What follows belongs to an exercise in optimizing a design on an open flow for small area; a production flow would make more cautious choices. In this exercise RTL edits were held to simulation tests only and were not proved equivalent to the original. Power figures rest on the tool's default switching activity, not on a simulated workload.

==> design.v <==
module gbr_engine (
    input  wire        clk,
    input  wire        rst,
    input  wire        start,
    input  wire [23:0] resume_lin,    
    input  wire [8:0]  resume_bank,   
    output reg         busy,
    output reg         done,
    output reg  [2:0]  err_code,
    output reg  [1:0]  err_ctx,
    output reg  [2:0]  variant,
    output reg         out_valid,
    output reg  [7:0]  out_data,
    output reg  [8:0]  out_bank,
    output reg  [15:0] addr,
    output reg         rd_n,
    output reg         wr_n,
    output reg         cs_n,
    output reg         rst_n,
    output reg         xfer_req,
    output reg  [23:0] xfer_tx,
    input  wire        xfer_ack,
    input  wire        xfer_fail,
    input  wire [7:0]  xfer_rdata
);
    localparam [2:0]  EXP_DEV    = 3'd0;
    localparam [7:0]  OP_WRITE   = 8'h40 | {4'd0, EXP_DEV, 1'b0};
    localparam [7:0]  OP_READ    = 8'h41 | {4'd0, EXP_DEV, 1'b0};
    localparam [7:0]  REG_IODIR  = 8'h00;
    localparam [7:0]  REG_IOCON  = 8'h05;
    localparam [7:0]  REG_GPIO   = 8'h09;
    localparam [7:0]  DIR_IN     = 8'hFF;
    localparam [7:0]  DIR_OUT    = 8'h00;
    localparam [7:0]  IOCON_INIT = 8'h20;
    localparam [2:0]  T_CS      = 3'd3;
    localparam [2:0]  T_RD      = 3'd4;
    localparam [2:0]  T_WR_PRE  = 3'd1;
    localparam [2:0]  T_WR_POST = 3'd5;
    localparam [2:0]  V_NONE = 3'd0, V_ROM = 3'd1, V_MBC1 = 3'd2,
                      V_MBC2 = 3'd3, V_MBC3 = 3'd4, V_MBC5 = 3'd5;
    localparam [2:0]  E_OK = 3'd0, E_BUS = 3'd1, E_UNSUP = 3'd3, E_HDR = 3'd4;
    localparam [1:0]  C_INIT = 2'd0, C_HDR = 2'd1, C_BSEL = 2'd2, C_DATA = 2'd3;
    localparam [3:0] B_IDLE  = 4'd0,
                     B_DIR   = 4'd1,    
                     B_DIRW  = 4'd2,
                     B_RDL   = 4'd3,    
                     B_CSL   = 4'd4,    
                     B_XFER  = 4'd5,    
                     B_XFERW = 4'd6,
                     B_RDH   = 4'd7,    
                     B_WRL   = 4'd8,    
                     B_WRH   = 4'd9,    
                     B_CSH   = 4'd10,   
                     B_WAIT  = 4'd11,   
                     B_DONE  = 4'd12;
    reg  [3:0]  bstate, b_next;
    reg  [2:0]  wcnt;
    reg         dir_in;           
    reg         bus_go;
    reg         bus_wr;
    reg  [15:0] bus_addr;
    reg  [7:0]  bus_wdata;
    reg  [7:0]  bus_rdata;
    reg         bus_done;
    reg         bus_fail;
    reg         init_go;
    reg  [23:0] init_tx;
    reg         init_done;
    reg         init_fail;
    localparam [3:0] S_IDLE   = 4'd0,
                     S_INIT1  = 4'd1,
                     S_INIT2  = 4'd2,
                     S_HDR0   = 4'd3,
                     S_HDR1   = 4'd4,
                     S_DISP   = 4'd5,
                     S_CHECK  = 4'd6,
                     S_BSEL1  = 4'd7,
                     S_BSEL2  = 4'd8,
                     S_READ   = 4'd9,
                     S_TD_RD  = 4'd10,
                     S_TD_WR  = 4'd11,
                     S_TD_CS  = 4'd12,
                     S_TD_RST = 4'd13,
                     S_DONE   = 4'd14;
    reg  [3:0]  sstate;
    reg         s_issued;         
    reg  [7:0]  hdr_type;
    reg  [7:0]  hdr_size;
    reg  [23:0] declared;
    reg  [23:0] linear;
    reg  [8:0]  bank;
    reg  [8:0]  next_bank;
    always @(*) begin
        next_bank = bank;
        case (variant)
            V_MBC1: begin
                next_bank = {1'b0, bank[7:0] + 8'd1};
                if (next_bank[7:0] == 8'h20 || next_bank[7:0] == 8'h40 ||
                    next_bank[7:0] == 8'h60)
                    next_bank = next_bank + 9'd1;
            end
            V_MBC2, V_MBC3: next_bank = {1'b0, bank[7:0] + 8'd1};
            V_MBC5:         next_bank = bank + 9'd1;
            default:        next_bank = bank;
        endcase
    end
    reg  [15:0] bsel_addr1, bsel_addr2;
    reg  [7:0]  bsel_data1, bsel_data2;
    reg         bsel_two;
    always @(*) begin
        bsel_addr1 = 16'h2000;
        bsel_data1 = bank[7:0];
        bsel_addr2 = 16'h4000;
        bsel_data2 = 8'h00;
        bsel_two   = 1'b0;
        case (variant)
            V_MBC1: begin
                bsel_data1 = {3'b000, bank[4:0]};
                bsel_addr2 = 16'h4000;
                bsel_data2 = {6'b000000, bank[6:5]};
                bsel_two   = 1'b1;
            end
            V_MBC2: begin
                bsel_addr1 = 16'h2100;
                bsel_data1 = {4'b0000, bank[3:0]};
            end
            V_MBC3: begin
                bsel_data1 = bank[7:0];
            end
            V_MBC5: begin
                bsel_data1 = bank[7:0];
                bsel_addr2 = 16'h3000;
                bsel_data2 = {7'b0000000, bank[8]};
                bsel_two   = 1'b1;
            end
            default: ;
        endcase
    end
    reg  [2:0]  dec_variant;
    always @(*) begin
        case (hdr_type)
            8'h00:                                  dec_variant = V_ROM;
            8'h01, 8'h02, 8'h03:                    dec_variant = V_MBC1;
            8'h05, 8'h06:                           dec_variant = V_MBC2;
            8'h0F, 8'h10, 8'h11, 8'h12, 8'h13:      dec_variant = V_MBC3;
            8'h19, 8'h1A, 8'h1B, 8'h1C, 8'h1D, 8'h1E: dec_variant = V_MBC5;
            default:                                dec_variant = V_NONE;
        endcase
    end
    wire [15:0] translated = (linear < 24'h004000) ? linear[15:0]
                                                   : {2'b01, linear[13:0]};
    wire        in_range   = (linear < declared);
    wire        trigger    = (variant != V_ROM) && (linear != 24'd0) &&
                             (linear[13:0] == 14'd0);
    always @(posedge clk) begin
        if (rst) begin
            sstate    <= S_IDLE;
            s_issued  <= 1'b0;
            busy      <= 1'b0;
            done      <= 1'b0;
            err_code  <= E_OK;
            err_ctx   <= C_INIT;
            variant   <= V_NONE;
            out_valid <= 1'b0;
            out_data  <= 8'h00;
            out_bank  <= 9'd0;
            hdr_type  <= 8'h00;
            hdr_size  <= 8'h00;
            declared  <= 24'd0;
            linear    <= 24'd0;
            bank      <= 9'd0;
            bus_go    <= 1'b0;
            bus_wr    <= 1'b0;
            bus_addr  <= 16'h0000;
            bus_wdata <= 8'h00;
            init_go   <= 1'b0;
            init_tx   <= 24'h000000;
        end else begin
            done      <= 1'b0;
            out_valid <= 1'b0;
            bus_go    <= 1'b0;
            init_go   <= 1'b0;
            case (sstate)
                S_IDLE: begin
                    if (start) begin
                        busy     <= 1'b1;
                        err_code <= E_OK;
                        err_ctx  <= C_INIT;
                        variant  <= V_NONE;
                        s_issued <= 1'b0;
                        sstate   <= S_INIT1;
                    end
                end
                S_INIT1: begin
                    if (!s_issued) begin
                        init_go  <= 1'b1;
                        init_tx  <= {OP_WRITE, REG_IOCON, IOCON_INIT};
                        s_issued <= 1'b1;
                    end else if (init_done) begin
                        s_issued <= 1'b0;
                        if (init_fail) begin
                            err_code <= E_BUS;
                            err_ctx  <= C_INIT;
                            sstate   <= S_TD_RD;
                        end else begin
                            sstate <= S_INIT2;
                        end
                    end
                end
                S_INIT2: begin
                    if (!s_issued) begin
                        init_go  <= 1'b1;
                        init_tx  <= {OP_WRITE, REG_IODIR, DIR_IN};
                        s_issued <= 1'b1;
                    end else if (init_done) begin
                        s_issued <= 1'b0;
                        if (init_fail) begin
                            err_code <= E_BUS;
                            err_ctx  <= C_INIT;
                            sstate   <= S_TD_RD;
                        end else begin
                            sstate <= S_HDR0;
                        end
                    end
                end
                S_HDR0, S_HDR1: begin
                    if (!s_issued) begin
                        bus_go    <= 1'b1;
                        bus_wr    <= 1'b0;
                        bus_addr  <= (sstate == S_HDR0) ? 16'h0147 : 16'h0148;
                        s_issued  <= 1'b1;
                    end else if (bus_done) begin
                        s_issued <= 1'b0;
                        if (bus_fail) begin
                            err_code <= E_BUS;
                            err_ctx  <= C_HDR;
                            sstate   <= S_TD_RD;
                        end else if (sstate == S_HDR0) begin
                            hdr_type <= bus_rdata;
                            sstate   <= S_HDR1;
                        end else begin
                            hdr_size <= bus_rdata;
                            sstate   <= S_DISP;
                        end
                    end
                end
                S_DISP: begin
                    if (hdr_size > 8'd8) begin
                        err_code <= E_HDR;
                        err_ctx  <= C_HDR;
                        sstate   <= S_TD_RD;
                    end else if (dec_variant == V_NONE) begin
                        err_code <= E_UNSUP;
                        err_ctx  <= C_HDR;
                        sstate   <= S_TD_RD;
                    end else begin
                        variant  <= dec_variant;
                        declared <= (dec_variant == V_ROM) ? 24'h008000
                                                           : (24'h008000 << hdr_size[3:0]);
                        linear   <= resume_lin;
                        case (dec_variant)
                            V_ROM:   bank <= 9'd0;
                            V_MBC5:  bank <= resume_bank;
                            default: bank <= {1'b0, resume_bank[7:0]};
                        endcase
                        sstate   <= S_CHECK;
                    end
                end
                S_CHECK: begin
                    if (!in_range) begin
                        sstate <= S_TD_RD;
                    end else if (trigger) begin
                        bank   <= next_bank;
                        sstate <= S_BSEL1;
                    end else begin
                        sstate <= S_READ;
                    end
                end
                S_BSEL1, S_BSEL2: begin
                    if (!s_issued) begin
                        bus_go    <= 1'b1;
                        bus_wr    <= 1'b1;
                        bus_addr  <= (sstate == S_BSEL1) ? bsel_addr1 : bsel_addr2;
                        bus_wdata <= (sstate == S_BSEL1) ? bsel_data1 : bsel_data2;
                        s_issued  <= 1'b1;
                    end else if (bus_done) begin
                        s_issued <= 1'b0;
                        if (bus_fail) begin
                            err_code <= E_BUS;
                            err_ctx  <= C_BSEL;
                            sstate   <= S_TD_RD;
                        end else if (sstate == S_BSEL1 && bsel_two) begin
                            sstate <= S_BSEL2;
                        end else begin
                            sstate <= S_READ;
                        end
                    end
                end
                S_READ: begin
                    if (!s_issued) begin
                        bus_go   <= 1'b1;
                        bus_wr   <= 1'b0;
                        bus_addr <= translated;
                        s_issued <= 1'b1;
                    end else if (bus_done) begin
                        s_issued <= 1'b0;
                        if (bus_fail) begin
                            err_code <= E_BUS;
                            err_ctx  <= C_DATA;
                            sstate   <= S_TD_RD;
                        end else begin
                            out_valid <= 1'b1;
                            out_data  <= bus_rdata;
                            out_bank  <= bank;
                            linear    <= linear + 24'd1;
                            sstate    <= S_CHECK;
                        end
                    end
                end
                S_TD_RD:  sstate <= S_TD_WR;
                S_TD_WR:  sstate <= S_TD_CS;
                S_TD_CS:  sstate <= S_TD_RST;
                S_TD_RST: sstate <= S_DONE;
                S_DONE: begin
                    done   <= 1'b1;
                    busy   <= 1'b0;
                    sstate <= S_IDLE;
                end
                default: sstate <= S_IDLE;
            endcase
        end
    end
    always @(posedge clk) begin
        if (rst) begin
            bstate    <= B_IDLE;
            b_next    <= B_IDLE;
            wcnt      <= 3'd0;
            dir_in    <= 1'b1;
            addr      <= 16'h0000;
            rd_n      <= 1'b1;
            wr_n      <= 1'b1;
            cs_n      <= 1'b1;
            rst_n     <= 1'b1;
            xfer_req  <= 1'b0;
            xfer_tx   <= 24'h000000;
            bus_rdata <= 8'h00;
            bus_done  <= 1'b0;
            bus_fail  <= 1'b0;
            init_done <= 1'b0;
            init_fail <= 1'b0;
        end else begin
            bus_done  <= 1'b0;
            bus_fail  <= 1'b0;
            init_done <= 1'b0;
            init_fail <= 1'b0;
            if (sstate == S_IDLE && start) begin
                rd_n  <= 1'b1;
                wr_n  <= 1'b1;
                cs_n  <= 1'b1;
                rst_n <= 1'b1;
            end
            if (sstate == S_TD_RD)  rd_n  <= 1'b1;
            if (sstate == S_TD_WR)  wr_n  <= 1'b1;
            if (sstate == S_TD_CS)  cs_n  <= 1'b1;
            if (sstate == S_TD_RST) rst_n <= 1'b1;
            if (sstate == S_INIT2 && init_done && !init_fail)
                dir_in <= 1'b1;
            if (init_go) begin
                xfer_req <= 1'b1;
                xfer_tx  <= init_tx;
            end
            if (xfer_req && xfer_ack && (sstate == S_INIT1 || sstate == S_INIT2)) begin
                xfer_req  <= 1'b0;
                init_done <= 1'b1;
                init_fail <= xfer_fail;
            end
            case (bstate)
                B_IDLE: begin
                    if (bus_go) begin
                        addr   <= bus_addr;
                        bstate <= B_DIR;
                    end
                end
                B_DIR: begin
                    if (bus_wr == dir_in) begin
                        xfer_req <= 1'b1;
                        xfer_tx  <= {OP_WRITE, REG_IODIR, bus_wr ? DIR_OUT : DIR_IN};
                        bstate   <= B_DIRW;
                    end else begin
                        bstate <= bus_wr ? B_CSL : B_RDL;
                    end
                end
                B_DIRW: begin
                    if (xfer_ack) begin
                        xfer_req <= 1'b0;
                        if (xfer_fail) begin
                            bus_done <= 1'b1;
                            bus_fail <= 1'b1;
                            bstate   <= B_IDLE;
                        end else begin
                            dir_in <= ~bus_wr;
                            bstate <= bus_wr ? B_CSL : B_RDL;
                        end
                    end
                end
                B_RDL: begin
                    rd_n   <= 1'b0;
                    wcnt   <= T_RD - 3'd1;
                    b_next <= B_CSL;
                    bstate <= B_WAIT;
                end
                B_CSL: begin
                    cs_n   <= 1'b0;
                    wcnt   <= T_CS - 3'd1;
                    b_next <= B_XFER;
                    bstate <= B_WAIT;
                end
                B_XFER: begin
                    xfer_req <= 1'b1;
                    xfer_tx  <= bus_wr ? {OP_WRITE, REG_GPIO, bus_wdata}
                                       : {OP_READ,  REG_GPIO, 8'h00};
                    bstate   <= B_XFERW;
                end
                B_XFERW: begin
                    if (xfer_ack) begin
                        xfer_req <= 1'b0;
                        if (xfer_fail) begin
                            bus_done <= 1'b1;
                            bus_fail <= 1'b1;
                            bstate   <= B_IDLE;
                        end else if (bus_wr) begin
                            wcnt   <= T_WR_PRE - 3'd1;
                            b_next <= B_WRL;
                            bstate <= B_WAIT;
                        end else begin
                            bus_rdata <= xfer_rdata;
                            bstate    <= B_RDH;
                        end
                    end
                end
                B_RDH: begin
                    rd_n   <= 1'b1;
                    wcnt   <= T_RD - 3'd1;
                    b_next <= B_CSH;
                    bstate <= B_WAIT;
                end
                B_WRL: begin
                    wr_n   <= 1'b0;
                    bstate <= B_WRH;
                end
                B_WRH: begin
                    wr_n   <= 1'b1;
                    wcnt   <= T_WR_POST - 3'd1;
                    b_next <= B_CSH;
                    bstate <= B_WAIT;
                end
                B_CSH: begin
                    cs_n   <= 1'b1;
                    wcnt   <= T_CS - 3'd1;
                    b_next <= B_DONE;
                    bstate <= B_WAIT;
                end
                B_WAIT: begin
                    if (wcnt == 3'd0)
                        bstate <= b_next;
                    else
                        wcnt <= wcnt - 3'd1;
                end
                B_DONE: begin
                    bus_done <= 1'b1;
                    bstate   <= B_IDLE;
                end
                default: bstate <= B_IDLE;
            endcase
        end
    end
endmodule
==> run.sh <==
#!/bin/bash
# synth_recipe.tcl (not shown) runs the flow's synth.tcl, then flattens the netlist and writes it again
# the make line also repeats each setting of config.mk as NAME=value (left out here)
make -C /OpenROAD-flow-scripts/flow DESIGN_CONFIG=/design/flow/config.mk WORK_HOME=/design/flow/orfs CLKGATE_MAP_FILE= SYNTH_SCRIPT=/design/flow/synth_recipe.tcl finish
==> config.mk <==
export PLATFORM = sky130hd
export DESIGN_NAME = gbr_engine
export DESIGN_NICKNAME = gbr_engine
export VERILOG_FILES = /design/flow/design.v
export SDC_FILE = /design/flow/constraint.sdc
export NUM_CORES = 4
export LEC_CHECK = 0
export CAP_MARGIN = 20
export CORE_MARGIN = 2
export CORE_UTILIZATION = 40
export PLACE_DENSITY = 0.6
export SLEW_MARGIN = 20
==> constraint.sdc <==
create_clock -name core_clock -period 10.0 [get_ports {clk}]
set_input_delay 2.0000 -clock core_clock [delete_from_list [all_inputs] [get_ports {clk}]]
set_output_delay 2.0000 -clock core_clock [all_outputs]
set_load 0.01 [all_outputs]
==> results.cfg <==
[synth]
synth_cell_type_count = 88
synth_seq_cells = 192
yosys_warnings = 1
synth-compound-area-share_pct = 24.74
synth_top_area_share_pct = 39.73
synth_top_cell_by_area = dfxtp_1
synth_adder_area_share_pct = 2.845
dominantRegCellSynth = dfxtp_1
synth_nets = 1273
synth_xor_area_share_pct = 0.4526
avgSynthCellArea_sq_um = 8.029
synth-simple-area-share_pct = 23.26
synth_cells = 1205
netlist_area_sq_mm = 0.009676
synthMuxAreaShare_pct = 3.673
synth_edf_count = 0
synth_top_family_by_area = compound AO/OA/AOI/OAI gates
yosysSeqAreaShare_pct = 39.73
synth_area_leaders = dfxtp_1 40%, a21oi_1 6.5%, nand2_1 5.9%
async_reset_ff_share_pct = 0

[critical_path]
slowest_delay_ps = 760
rrSetupSlack_ps = 6830
reg2reg_from = sstate[0]$_SDFFE_PP0P_
critPathCaptureType = flip-flop
start_kind = input pin
crit_path_cell_trace = buf_4, buf_4, buf_4, nor2_1, a32o_1
arrival_ps = 4260
required_ps = 10330
crit_path_end = linear[23]$_SDFFE_PP0P_
reg2regPathDepth = 7
worstSetupPathType = in -> reg
crit_fanout = 87
cp_slowest_cell = buf_4
setup.worst_path.start = rst
crit_top_cell = buf_4
reg2reg_to = linear[17]$_SDFFE_PP0P_

[sta]
fmax_ghz = 0.2550
worst_clock_skew_ps = 15.38
rsz0062_at_grt = no
fin_crit_ps = 3922
setup-violations-final = 0
worst_pin_slew_ps = 980.6
slew-limit-headroom_pct = 34.39
period_share_pct = 39.22
hold_violations = 0
fin_setup_tns_ps = 0
slew_viol_final = 0

[clock_tree]
cts.clk_slew.worst_paths_ps = 80
post_cts_resized = 0
cts_buffers = 17
clock_path_buffers = 2
clk_latency_ps = 440
clockRootBuffer = clkbuf_16
post_cts_buffers = 0
cts_sinks = 192
h-tree-depth = 4
cts_tree = built
cts_hold_buffers = 0

[placement]
io_buffer_count = 117
hpwl_microns = 19590
dp.cells = 1566
gp_congestion = 0.8710

[power_and_ir_drop]
p_sw_share_pct = 37.49
p_comb_share_pct = 28.6
p_sw_mw = 0.8417
p_per_area_mw_per_mm2 = 193.5
clockPowerShare_pct = 31.4
pwr-share-seq_pct = 40.0
ir_drop_mv = 0.1083
p_leak_nw = 3.930
p_int_mw = 1.403
power.total_mw = 2.245

[grt]
grt_pass1_wl_microns = 45090
grt_start_max_net_pins = 88
grt_usage_pct = 21.62
antenna_found_initial = 0
grt_overflow_total = 0
grt_pass1_vias = 8379

[finish]
drive_gt1_share_pct = 6.177
nFillCells = 2335
syn_to_final_growth_pct = 19.90
diodes = 0
seq_area_sq_mm = 0.003844
multiInputGateArea_sq_mm = 0.005331
post-route-util_pct = 49.13
fin_cells = 1598
fin_nets = 1334

[routing]
wl_microns = 28060
vias = 8981
drt_iter0_markers = 757
ant_nets = 0
wl_per_cell_microns = 17.56
vias_per_cell = 5.620
first_pass_iters = 5
drc = 0

[job]
max-cap-violations = 0

[floorplan]
die_area_sq_mm = 0.02545
initial_core_util_pct = 40.98
fp.dieW_microns = 159.5
std_cell_rows = 56
core_sq_mm = 0.02361
io_pins = 119
die_h_microns = 159.5

[hold_path]
hp-class = reg -> reg

[outcome]
outcome = no timing/DRC/antenna violations
[flip-flops by register name (all words and copies together) (netlist names), 2 cells and up, named ones only]
| register | cells |
|---|---|
| addr | 16 |
| b_next | 4 |
| bank | 9 |
| bstate | 4 |
| bus_addr | 16 |
| bus_rdata | 8 |
| bus_wdata | 8 |
| declared | 9 |
| err_code | 3 |
| err_ctx | 2 |
| hdr_size | 8 |
| hdr_type | 8 |
| init_tx | 3 |
| linear | 24 |
| out_bank | 9 |
| out_data | 8 |
| sstate | 4 |
| variant | 3 |
| wcnt | 3 |
| xfer_tx | 24 |
[metrics by stage]
| stage | hold slack, ps | instance area (sq um) | worst slack (ps) |
|---|---|---|---|
| finish | 454.0 | 11600 | 6078 |
| global route | 469.8 | 11600 | 5872 |
| CTS | 454.1 | 11600 | 6097 |
| detailed placement | 443.4 | 10970 | 5628 |
| global placement | 438.8 | 10970 | 5633 |
| floorplan | 427.4 | 9676 | 6528 |
[cell usage in the layout (no fill, tap or decap), types with 21 or more instances in the layout]
| master | n |
|---|---|
| clkdlybuf4s50_1 | 116 |
| o21ai_0 | 60 |
| dfxtp_1 | 192 |
| mux2i_1 | 31 |
| a22oi_1 | 21 |
| a21oi_1 | 126 |
| nor3_1 | 26 |
| ha_1 | 22 |
| nand2_1 | 153 |
| a211oi_1 | 23 |
| nand3_1 | 33 |
| and2_1 | 23 |
| nor2_1 | 132 |
| inv_1 | 36 |
[power groups by stage]
stage | clock, mW | combinational [mW] | sequential [mW]
after floorplan | 0 | 0.479 | 0.874
after global placement | 0 | 0.625 | 0.913
after detailed placement | 0 | 0.630 | 0.913
after CTS | 0.722 | 0.635 | 0.896
after global routing | 0.750 | 0.707 | 0.906
final | 0.705 | 0.643 | 0.897
[Yosys cell counts (8+ instances only)]
cell	n
o21ai_0	60
a22oi_1	21
dfxtp_1	192
a31oi_1	10
mux2i_1	31
and3_1	8
a311oi_1	11
nand3_1	33
nor3_1	26
clkbuf_1	56
a21oi_1	126
buf_1	10
a32o_1	9
a211oi_1	23
nor2_1	132
o21a_1	8
inv_1	36
and2_1	23
nand4_1	12
nor2b_1	11
nand2b_1	12
nand2_1	153
buf_2	15
ha_1	22
[per-layer routing]
| layer | global-route usage (%) | wire, microns | share of wire [%] | vias to the layer above |
|---|---|---|---|---|
| li1 | - | - | - | 4478 |
| met1 | 29.67 | 13340 | 48 | 4231 |
| met2 | 34.79 | 12920 | 46 | 244 |
| met3 | 3.985 | 1365 | 4.9 | 28 |
| met4 | 6.033 | 428 | 1.5 | 0 |
| met5 | 0 | 0 | 0 | - |
[final cells by class]
cell class | instances | area share (%)
well taps | 319 | 3.440
flip-flops and latches | 192 | 33.13
clock inverters | 15 | 1.758
multi-input cells | 889 | 45.96
repair buffers | 129 | 10.85
clock buffers | 17 | 3.667
inverters | 37 | 1.197
[worst max-delay path, delay by kind of cell]
kind,cells,cell delay (ps)
AND/OR/NAND/NOR,1,210
buffers and inverters,3,1670
AO/OA/AOI/OAI,1,270
[kinds of logic (layout without fill, tap and decap cells)]
logic type | Yosys count | count (layout)
flops | 192 | 192
xor+xnor | 5 | 5
fa+ha+maj | 22 | 22
simple gates | 464 | 464
mux | 35 | 35
other cells | 1 | 1
buf+inv | 124 | 198
compound gates | 362 | 362
[worst min path at each step]
stage	depth (start not counted)	slack, ps	end	start
3_5_place_dp	2	440	addr[9]$_SDFFE_PP0P_	bus_addr[9]$_SDFFE_PP0P_
4_1_cts	2	450	addr[9]$_SDFFE_PP0P_	bus_addr[9]$_SDFFE_PP0P_
5_1_grt	2	470	addr[10]$_SDFFE_PP0P_	addr[10]$_SDFFE_PP0P_
3_3_place_gp	2	440	addr[14]$_SDFFE_PP0P_	bus_addr[14]$_SDFFE_PP0P_
6_report	2	450	addr[9]$_SDFFE_PP0P_	bus_addr[9]$_SDFFE_PP0P_
2_1_floorplan	2	430	addr[15]$_SDFFE_PP0P_	bus_addr[15]$_SDFFE_PP0P_

## re-timing with driven ports
Ports are ideal in the flow. The routed layout listed here was re-timed in OpenROAD.
Step 1 sets driving cells, clkbuf_16 on the clock port and buf_2 on the other inputs (assumed; they add their load-dependent delay and slew).
Step 2 moves the port delays by t, midway between the first and last clock arrival at a register: inputs arrive t later, outputs are due t later. That takes back most of the time a late clock gives input paths.
Slacks: ideal ports / drivers / drivers and shift; pairs: ideal ports / drivers.
t (ns): 0.481
setup WS [ns]: 6.078 / 6.078 / 5.596
worst setup path at the end: input to register
worst register clock-pin slew, ns: 0.09 / 0.09
After both steps setup and hold are still met in this run. The setup slack of this run moves by 0.000 ns with the drivers and by -0.482 ns with both steps.
